What follows belongs to an exercise in optimizing a design on an open flow for small area, a short achievable clock period and few clock cycles per item; a production flow would make more cautious choices.
Only simulation tests tie the RTL to the original design; equivalence was not proved.

==> inputs of v19 <==
==> flow/design.v <==
module xb64_engine (
    input  wire        clk,
    input  wire        rst,
    input  wire        cmd_valid,
    output wire        cmd_ready,
    input  wire [2:0]  cmd_op,
    input  wire [4:0]  cmd_klen,
    input  wire [7:0]  cmd_tlen,
    input  wire        in_valid,
    output wire        in_ready,
    input  wire [7:0]  in_data,
    output wire        out_valid,
    input  wire        out_ready,
    output wire [7:0]  out_data,
    output wire        done,
    output wire [2:0]  err_code,
    output wire [15:0] err_info
);
    localparam [7:0] PAD = 8'h3d;    
    function [7:0] b64_sym(input [5:0] v);
        case (v)
        6'd0: b64_sym = 8'h41;
        6'd1: b64_sym = 8'h42;
        6'd2: b64_sym = 8'h43;
        6'd3: b64_sym = 8'h44;
        6'd4: b64_sym = 8'h45;
        6'd5: b64_sym = 8'h46;
        6'd6: b64_sym = 8'h47;
        6'd7: b64_sym = 8'h48;
        6'd8: b64_sym = 8'h49;
        6'd9: b64_sym = 8'h4a;
        6'd10: b64_sym = 8'h4b;
        6'd11: b64_sym = 8'h4c;
        6'd12: b64_sym = 8'h4d;
        6'd13: b64_sym = 8'h4e;
        6'd14: b64_sym = 8'h4f;
        6'd15: b64_sym = 8'h50;
        6'd16: b64_sym = 8'h51;
        6'd17: b64_sym = 8'h52;
        6'd18: b64_sym = 8'h53;
        6'd19: b64_sym = 8'h54;
        6'd20: b64_sym = 8'h55;
        6'd21: b64_sym = 8'h56;
        6'd22: b64_sym = 8'h57;
        6'd23: b64_sym = 8'h58;
        6'd24: b64_sym = 8'h59;
        6'd25: b64_sym = 8'h5a;
        6'd26: b64_sym = 8'h61;
        6'd27: b64_sym = 8'h62;
        6'd28: b64_sym = 8'h63;
        6'd29: b64_sym = 8'h64;
        6'd30: b64_sym = 8'h65;
        6'd31: b64_sym = 8'h66;
        6'd32: b64_sym = 8'h67;
        6'd33: b64_sym = 8'h68;
        6'd34: b64_sym = 8'h69;
        6'd35: b64_sym = 8'h6a;
        6'd36: b64_sym = 8'h6b;
        6'd37: b64_sym = 8'h6c;
        6'd38: b64_sym = 8'h6d;
        6'd39: b64_sym = 8'h6e;
        6'd40: b64_sym = 8'h6f;
        6'd41: b64_sym = 8'h70;
        6'd42: b64_sym = 8'h71;
        6'd43: b64_sym = 8'h72;
        6'd44: b64_sym = 8'h73;
        6'd45: b64_sym = 8'h74;
        6'd46: b64_sym = 8'h75;
        6'd47: b64_sym = 8'h76;
        6'd48: b64_sym = 8'h77;
        6'd49: b64_sym = 8'h78;
        6'd50: b64_sym = 8'h79;
        6'd51: b64_sym = 8'h7a;
        6'd52: b64_sym = 8'h30;
        6'd53: b64_sym = 8'h31;
        6'd54: b64_sym = 8'h32;
        6'd55: b64_sym = 8'h33;
        6'd56: b64_sym = 8'h34;
        6'd57: b64_sym = 8'h35;
        6'd58: b64_sym = 8'h36;
        6'd59: b64_sym = 8'h37;
        6'd60: b64_sym = 8'h38;
        6'd61: b64_sym = 8'h39;
        6'd62: b64_sym = 8'h2b;
        6'd63: b64_sym = 8'h2f;
        default: b64_sym = 8'h2f;
        endcase
    endfunction
    function [6:0] b64_dec(input [7:0] b);
        if (b >= 8'h41 && b <= 8'h5a)      b64_dec = {1'b1, b[5:0] - 6'd1};    
        else if (b >= 8'h61 && b <= 8'h7a) b64_dec = {1'b1, b[5:0] - 6'd7};    
        else if (b >= 8'h30 && b <= 8'h39) b64_dec = {1'b1, b[5:0] + 6'd4};    
        else if (b == 8'h2b)               b64_dec = {1'b1, 6'd62};
        else if (b == 8'h2f)               b64_dec = {1'b1, 6'd63};
        else                               b64_dec = 7'd0;
    endfunction
    reg         idle, pkey, ptxt;    
    reg [2:0]   op;
    reg         m_key;       
    reg         m_enc;       
    reg         m_dec;       
    reg         m_sil;       
    reg         f_ekey;      
    reg         f_elen;      
    reg [7:0]   rem;         
    reg         tdone;       
    reg         tlast;       
    reg [7:0]   tcnt;        
    reg [247:0] ring;        
    reg [7:0]   kreg;        
    reg [4:0]   q;           
    reg         qz;          
    reg [4:0]   c;           
    reg [4:0]   km1;         
    reg         kfirst;      
    reg [7:0]   a;           
    reg         av;
    reg         ir;          
    reg [7:0]   o, s;        
    reg         ov, sv;
    reg [1:0]   gp;          
    reg         padm;        
    reg [23:0]  g;           
    reg         em;          
    reg [1:0]   e;           
    reg [1:0]   elast;       
    reg         dead;        
    reg         prevpad;     
    reg [1:0]   pcnt;        
    reg [7:0]   r;           
    reg [2:0]   code_r;
    reg [15:0]  info_r;
    reg         dpend;       
    reg         done_r;
    assign cmd_ready = idle;
    assign in_ready  = ir;
    assign out_valid = ov;
    assign out_data  = o;
    assign done      = done_r;
    assign err_code  = code_r;
    assign err_info  = info_r;
    wire cmd_fire = cmd_valid && idle;
    wire c_bad  = cmd_op[2] && (cmd_op[1] || cmd_op[0]);
    wire c_xk   = (cmd_op == 3'd0) || (cmd_op == 3'd1) || (cmd_op == 3'd4);
    wire c_ekey = c_xk && (cmd_klen == 5'd0);
    wire c_elen = (cmd_op == 3'd1 || cmd_op == 3'd3) && (cmd_tlen[1:0] != 2'd0);
    wire c_sil  = c_bad || c_ekey || c_elen;
    wire c_key  = c_xk && !c_ekey;
    wire [7:0] kring = ring[{q, 3'b000} +: 8];
    wire klast = (c == 5'd0);
    wire [4:0] q_dec = (q == 5'd0) ? 5'd30 : q - 5'd1;
    wire [5:0] q_sub = {1'b0, q} - {1'b0, km1} - 6'd1;
    wire [4:0] q_wrap = q_sub[5] ? q_sub[4:0] + 5'd31 : q_sub[4:0];
    wire cons_key = pkey && av && (kfirst || qz);
    wire run   = ptxt && !dpend && !sv;
    wire ehold = (gp == 2'd3) && !padm;      
    wire [6:0] dcl    = b64_dec(a);
    wire       d_pad  = (a == PAD);
    wire       d_sym  = dcl[6];
    wire [5:0] d_idx  = dcl[5:0];
    wire       fg     = (rem[7:3] == 5'd0) && (!rem[2] || rem[1:0] == 2'd0);
    wire       d_late = fg && tcnt[1];                
    wire       bad_prev = tlast && prevpad && !d_pad;  
    wire       bad_here = (!d_sym && !d_pad) || (d_pad && !d_late);
    wire       bad_now  = bad_prev || bad_here;
    wire [7:0] x = a ^ kreg;
    reg  [5:0] esym;
    always @(*) begin
        case (gp)
        2'd0: esym = x[7:2];
        2'd1: esym = tdone ? {g[1:0], 4'd0} : {g[1:0], x[7:4]};
        2'd2: esym = tdone ? {g[3:0], 2'd0} : {g[3:0], x[7:6]};
        default: esym = g[5:0];
        endcase
    end
    wire [7:0] ency = (tdone && padm) ? PAD : b64_sym(esym);
    reg [7:0] gsel;
    always @(*) begin
        case (e)
        2'd0: gsel = g[23:16];
        2'd1: gsel = g[21:14];
        default: gsel = g[19:12];
        endcase
    end
    wire [7:0] y = m_enc ? ency : ((m_dec ? gsel : a) ^ kreg);
    wire avt = av && !tdone;                  
    wire s_sil = run && m_sil;
    wire s_enc = run && m_enc;
    wire s_dec = run && m_dec;
    wire s_xs  = run && !m_sil && !m_enc && !m_dec;
    wire e_cons = s_enc && !ehold && avt;
    wire e_tail = s_enc && tdone && !(gp == 2'd0 && !padm);
    wire e_fin  = s_enc && tdone && ((gp == 2'd0 && !padm) || gp == 2'd3);
    wire emit   = s_dec && em && (tdone || av);
    wire intake = s_dec && avt && (em || 1'b1);
    wire d_fin  = s_dec && tdone && (!em || e == elast);
    wire cons = (s_sil && avt) || (s_xs && avt) || e_cons || intake;
    wire pv   = (s_xs && avt) || (s_enc && ehold) || e_cons || e_tail || emit;
    wire kadv = m_key && ((s_xs && avt) || e_cons || emit);
    wire fin  = (s_sil && tdone) || (s_xs && (tdone || (avt && tlast))) || e_fin || d_fin;
    wire in_fire = in_valid && ir;
    wire ofree   = !ov || out_ready;
    wire dgo     = dpend && !sv && ofree;
    wire av_n     = in_fire || (av && !cons && !cons_key);
    wire sv_n     = sv ? !out_ready : (pv && !ofree);
    wire dpend_n  = fin || (dpend && !dgo);
    wire pkey_n   = idle ? cmd_fire && c_key : (pkey && !(cons_key && klast));
    wire ptxt_n   = idle ? cmd_fire && !c_key : ((ptxt && !fin) || (cons_key && klast));
    wire kfirst_n = idle || (kfirst && !cons_key);
    wire qz_n     = cons_key ? !klast : (q == 5'd1);
    wire klast_n  = idle ? (cmd_klen == 5'd1) : cons_key ? (c == 5'd1) : klast;
    wire tdone_n  = idle ? (c_bad || cmd_tlen == 8'd0) :
                    cons ? tlast : tdone;
    wire tlast_n  = idle ? (!c_bad && cmd_tlen == 8'd1) :
                    cons ? (rem == 8'd2) : tlast;
    reg [1:0] gp_n;
    reg       padm_n;
    always @(*) begin
        gp_n = gp; padm_n = padm;
        if (idle) begin
            gp_n = 2'd0; padm_n = 1'b0;
        end else if (s_enc && ehold) begin
            gp_n = 2'd0;
        end else if (e_cons) begin
            gp_n = gp + 2'd1;
        end else if (e_tail) begin
            gp_n = gp + 2'd1;
            padm_n = !(padm && gp == 2'd3);
        end
    end
    wire ehold_n = (gp_n == 2'd3) && !padm_n;
    wire ir_n = (pkey_n && (!av_n || ((kfirst_n || qz_n) && (!klast_n || !tdone_n)))) ||
                (ptxt_n && !tdone_n &&
                 (!av_n || (!dpend_n && !sv_n && !ehold_n && !tlast_n)));
    always @(posedge clk)
        ring <= {cons_key ? a : ring[7:0], ring[247:8]};
    always @(posedge clk) begin
        if (rst) begin
            idle   <= 1'b1;
            pkey   <= 1'b0;
            ptxt   <= 1'b0;
            av     <= 1'b0;
            ir     <= 1'b0;
            ov     <= 1'b0;
            sv     <= 1'b0;
            dpend  <= 1'b0;
            done_r <= 1'b0;
            em     <= 1'b0;
            gp     <= 2'd0;
            padm   <= 1'b0;
        end else begin
            idle   <= !pkey_n && !ptxt_n;
            pkey   <= pkey_n;
            ptxt   <= ptxt_n;
            av     <= av_n;
            ir     <= ir_n;
            sv     <= sv_n;
            dpend  <= dpend_n;
            done_r <= dgo;
            gp     <= gp_n;
            padm   <= padm_n;
            if (pv && ofree) ov <= 1'b1;
            else if (!sv && out_ready) ov <= 1'b0;
            if (idle) em <= 1'b0;
            else if (emit && e == elast) em <= 1'b0;
            else if (intake && tcnt[1:0] == 2'd3 && !dead && !bad_now) em <= 1'b1;
        end
    end
    always @(posedge clk) begin
        kfirst <= kfirst_n;
        qz     <= qz_n;
        tdone  <= tdone_n;
        tlast  <= tlast_n;
        if (in_fire) a <= in_data;
        if (sv) begin
            if (out_ready) o <= s;
        end else if (pv) begin
            if (ofree) o <= y;
            else       s <= y;
        end
        if (cons_key) begin
            if (kfirst) kreg <= a;
            if (klast) begin
                c <= (km1 == 5'd0) ? 5'd0 : km1 - 5'd1;
                q <= (km1 == 5'd0) ? 5'd30 : ~km1;
            end else begin
                c <= c - 5'd1;
                q <= 5'd0;
            end
        end else if (kadv) begin
            kreg <= kring;
            if (klast) begin
                c <= km1;
                q <= q_wrap;
            end else begin
                c <= c - 5'd1;
            end
        end else begin
            q <= q_dec;
        end
        if (cons) begin
            tcnt <= tcnt + 8'd1;
            rem  <= rem - 8'd1;
        end
        if (idle) begin
            op      <= cmd_op;
            m_key   <= c_key;
            m_enc   <= !c_sil && (cmd_op == 3'd0 || cmd_op == 3'd2);
            m_dec   <= !c_sil && (cmd_op == 3'd1 || cmd_op == 3'd3);
            m_sil   <= c_sil;
            f_ekey  <= c_ekey;
            f_elen  <= c_elen;
            km1     <= cmd_klen - 5'd1;
            c       <= cmd_klen - 5'd1;
            kreg    <= 8'h00;
            rem     <= c_bad ? 8'd0 : cmd_tlen;
            tcnt    <= 8'd0;
            dead    <= 1'b0;
            prevpad <= 1'b0;
            pcnt    <= 2'd0;
        end
        if (e_cons) g[5:0] <= x[5:0];
        if (emit) begin
            g <= {g[17:0], intake ? d_idx : 6'd0};
            e <= e + 2'd1;
        end else if (intake) begin
            g <= {g[17:0], d_idx};
        end
        if (intake) begin
            prevpad <= d_pad;
            pcnt    <= !d_pad ? 2'd0 : (pcnt == 2'd3) ? 2'd3 : pcnt + 2'd1;
            if (d_pad && !prevpad) r <= tcnt;
            if (!dead && bad_now) begin
                dead   <= 1'b1;
                code_r <= 3'd2;
                info_r <= bad_prev ? {tcnt[7:2], 2'b10, PAD} : {tcnt, a};
            end
            if (tcnt[1:0] == 2'd3 && !dead && !bad_now) begin
                e     <= 2'd0;
                elast <= !(tlast && d_pad) ? 2'd2 : prevpad ? 2'd0 : 2'd1;
            end
        end
        if (fin) begin
            if (op[2] && op[1:0] != 2'd0) begin
                code_r <= 3'd5;
                info_r <= {13'd0, op};
            end else if (f_ekey) begin
                code_r <= 3'd3;
                info_r <= 16'd3;
            end else if (f_elen) begin
                code_r <= 3'd2;
                info_r <= {tcnt, 8'h00};
            end else if (m_dec && pcnt == 2'd3) begin
                code_r <= 3'd2;
                info_r <= {r, PAD};
            end else if (!(m_dec && dead)) begin
                code_r <= 3'd0;
                info_r <= 16'd0;
            end
        end
    end
endmodule
==> flow/flow/run.sh <==
#!/bin/bash
# The standard layout, with plain buffers on the ports (instead of the
# delay-cell buffers the resizer picks by default) and repair_timing aiming
# for extra setup slack.  Each tool's output goes to the ORFS logs; make's
# own output goes to standard.log here.
set -euo pipefail
export BUFFER_PORTS_ARGS="-buffer_cell sky130_fd_sc_hd__buf_2"
export SETUP_SLACK_MARGIN=7.0
bash standard.sh > standard.log 2>&1
==> flow/standard.sh <==
#!/bin/bash
# synth_recipe.tcl (not shown) runs the flow's synth.tcl, then flattens the netlist and writes it again
# the make line also repeats each setting of config.mk as NAME=value (left out here)
make -C /OpenROAD-flow-scripts/flow DESIGN_CONFIG=/design/flow/config.mk WORK_HOME=/design/flow/orfs CLKGATE_MAP_FILE= SYNTH_SCRIPT=/design/flow/synth_recipe.tcl "${@:-finish}"
==> flow/config.mk <==
export PLATFORM = sky130hd
export DESIGN_NAME = xb64_engine
export DESIGN_NICKNAME = xb64_engine
export VERILOG_FILES = /design/flow/design.v
export SDC_FILE = /design/flow/constraint.sdc
export NUM_CORES = 4
export LEC_CHECK = 0
export CAP_MARGIN = 20
export CORE_MARGIN = 2
export CORE_UTILIZATION = 40
export SLEW_MARGIN = 20
==> flow/constraint.sdc <==
create_clock -name core_clock -period 10.0 [get_ports {clk}]
set_input_delay 2.0000 -clock core_clock [delete_from_list [all_inputs] [get_ports {clk}]]
set_output_delay 2.0000 -clock core_clock [all_outputs]
set_load 0.01 [all_outputs]
==> inputs of v39, as changes to v19 <==
--- a/flow/design.v
+++ b/flow/design.v
@@ -114,2 +114,3 @@
     reg [4:0]   km1;         
+    reg [4:0]   p0;          
     reg         kfirst;      
@@ -151,4 +152,3 @@
     wire [4:0] q_dec = (q == 5'd0) ? 5'd30 : q - 5'd1;
-    wire [5:0] q_sub = {1'b0, q} - {1'b0, km1} - 6'd1;
-    wire [4:0] q_wrap = q_sub[5] ? q_sub[4:0] + 5'd31 : q_sub[4:0];
+    wire [4:0] p0_dec = (p0 == 5'd0) ? 5'd30 : p0 - 5'd1;
     wire cons_key = pkey && av && (kfirst || qz);
@@ -280,2 +280,3 @@
         end
+        p0 <= (cons_key && kfirst) ? 5'd30 : p0_dec;
         if (cons_key) begin
@@ -284,3 +285,3 @@
                 c <= (km1 == 5'd0) ? 5'd0 : km1 - 5'd1;
-                q <= (km1 == 5'd0) ? 5'd30 : ~km1;
+                q <= (km1 == 5'd0) ? (kfirst ? 5'd30 : p0_dec) : p0;
             end else begin
@@ -293,3 +294,3 @@
                 c <= km1;
-                q <= q_wrap;
+                q <= p0_dec;
             end else begin
@@ -323,3 +324,3 @@
         if (emit) begin
-            g <= {g[17:0], intake ? d_idx : 6'd0};
+            g <= {g[17:0], tdone ? 6'd0 : d_idx};
             e <= e + 2'd1;
CORE_UTILIZATION = 60   (was 40)
CTS_BUF_LIST = sky130_fd_sc_hd__clkbuf_16   (was not set)
CTS_CLUSTER_DIAMETER = 80   (was not set)
CTS_CLUSTER_SIZE = 30   (was not set)
==> impl_metrics.toml <==
[detailed_routing]
wl_met2_mm = 15.36

[power]
fin_total_pwr_uw = 4024
swShare = 0.2804

[synth]
yosys.area_share.simple = 0.09118
synth_xor_area_frac = 0.02728
synth.area.top_cells = "dfxtp_1 39%, edfxtp_1 18%, mux4_2 11%"
synth_seq_area_share = 0.5749

[cts]
clk_pin_slew_ns = 0.06
clock-sinks = 396

[status]
status = "finished clean"

[die]
rows = 71
tap-cell-count = 511

[timing]
tightest_slew_ns = 0.9109
slew_headroom = 0.3927

[global_route]
grt_use_met2 = 0.2613
(the above is from v19)
==> impl_metrics.toml <==
[status]
status = "finished clean"

[timing]
tightest_slew_ns = 1.027
slew_headroom = 0.3134

[detailed_routing]
wl_met2_mm = 15.04
postRouteAntennaNets = 0

[power]
swShare = 0.2825
fin_total_pwr_uw = 3344
ir_drop_uv = 210.9

[synth]
synth.area.top_cells = "dfxtp_1 40%, edfxtp_1 18%, mux4_2 11%"
synth_seq_area_share = 0.5820
synth_xor_area_frac = 0.02390
yosys.area_share.simple = 0.09770

[finish]
mostFrequentLayoutCells = "284 x dfxtp_1, 105 x nand2_1, 93 x edfxtp_1"
area_growth_pct = 10.79

[global_route]
met3_usage = 0.04293
grt_use_met2 = 0.3884

[cts]
clock-sinks = 401
clk_pin_slew_ns = 0.10

[die]
tap-cell-count = 330
rows = 58
(the above is from v39)
Testbench counts of v19, summed over its fixed seeds: cycles 27,994, bytes 23,804.
Testbench counts of v39, summed over its fixed seeds: cycles 27,994, bytes 23,804.

[separate check: timing with driven ports]
Ports are ideal in the flow. The routed layouts listed here were re-timed in OpenROAD. Step 1 sets driving cells, clkbuf_16 on the clock port and buf_2 on the other inputs (assumed; they add their load-dependent delay and slew). Step 2 also shifts input and output timing later by t, the mid clock arrival at the registers, as if the neighbouring blocks saw the same clock. a / b / c = no drivers / after step 1 / after step 2; a / b = the first two.
| run | shift t [ns] | setup slack, ns | latest minus earliest clock arrival (ns) | slew at the worst register clock pin (ns) | worst slew at a driven data input, ns |
|---|---|---|---|---|---|
| v19 | 0.599 | 6.940 / 6.894 / 6.584 | 0.028 / 0.028 | 0.07 / 0.07 | 0.07 |
| v39 | 0.571 | 6.947 / 6.899 / 6.425 | 0.028 / 0.028 | 0.12 / 0.12 | 0.08 |
After both steps setup and hold are still met in every run listed. For v39, which loses most, drivers alone change the setup slack by -0.048 ns; drivers and shift together by -0.522 ns.
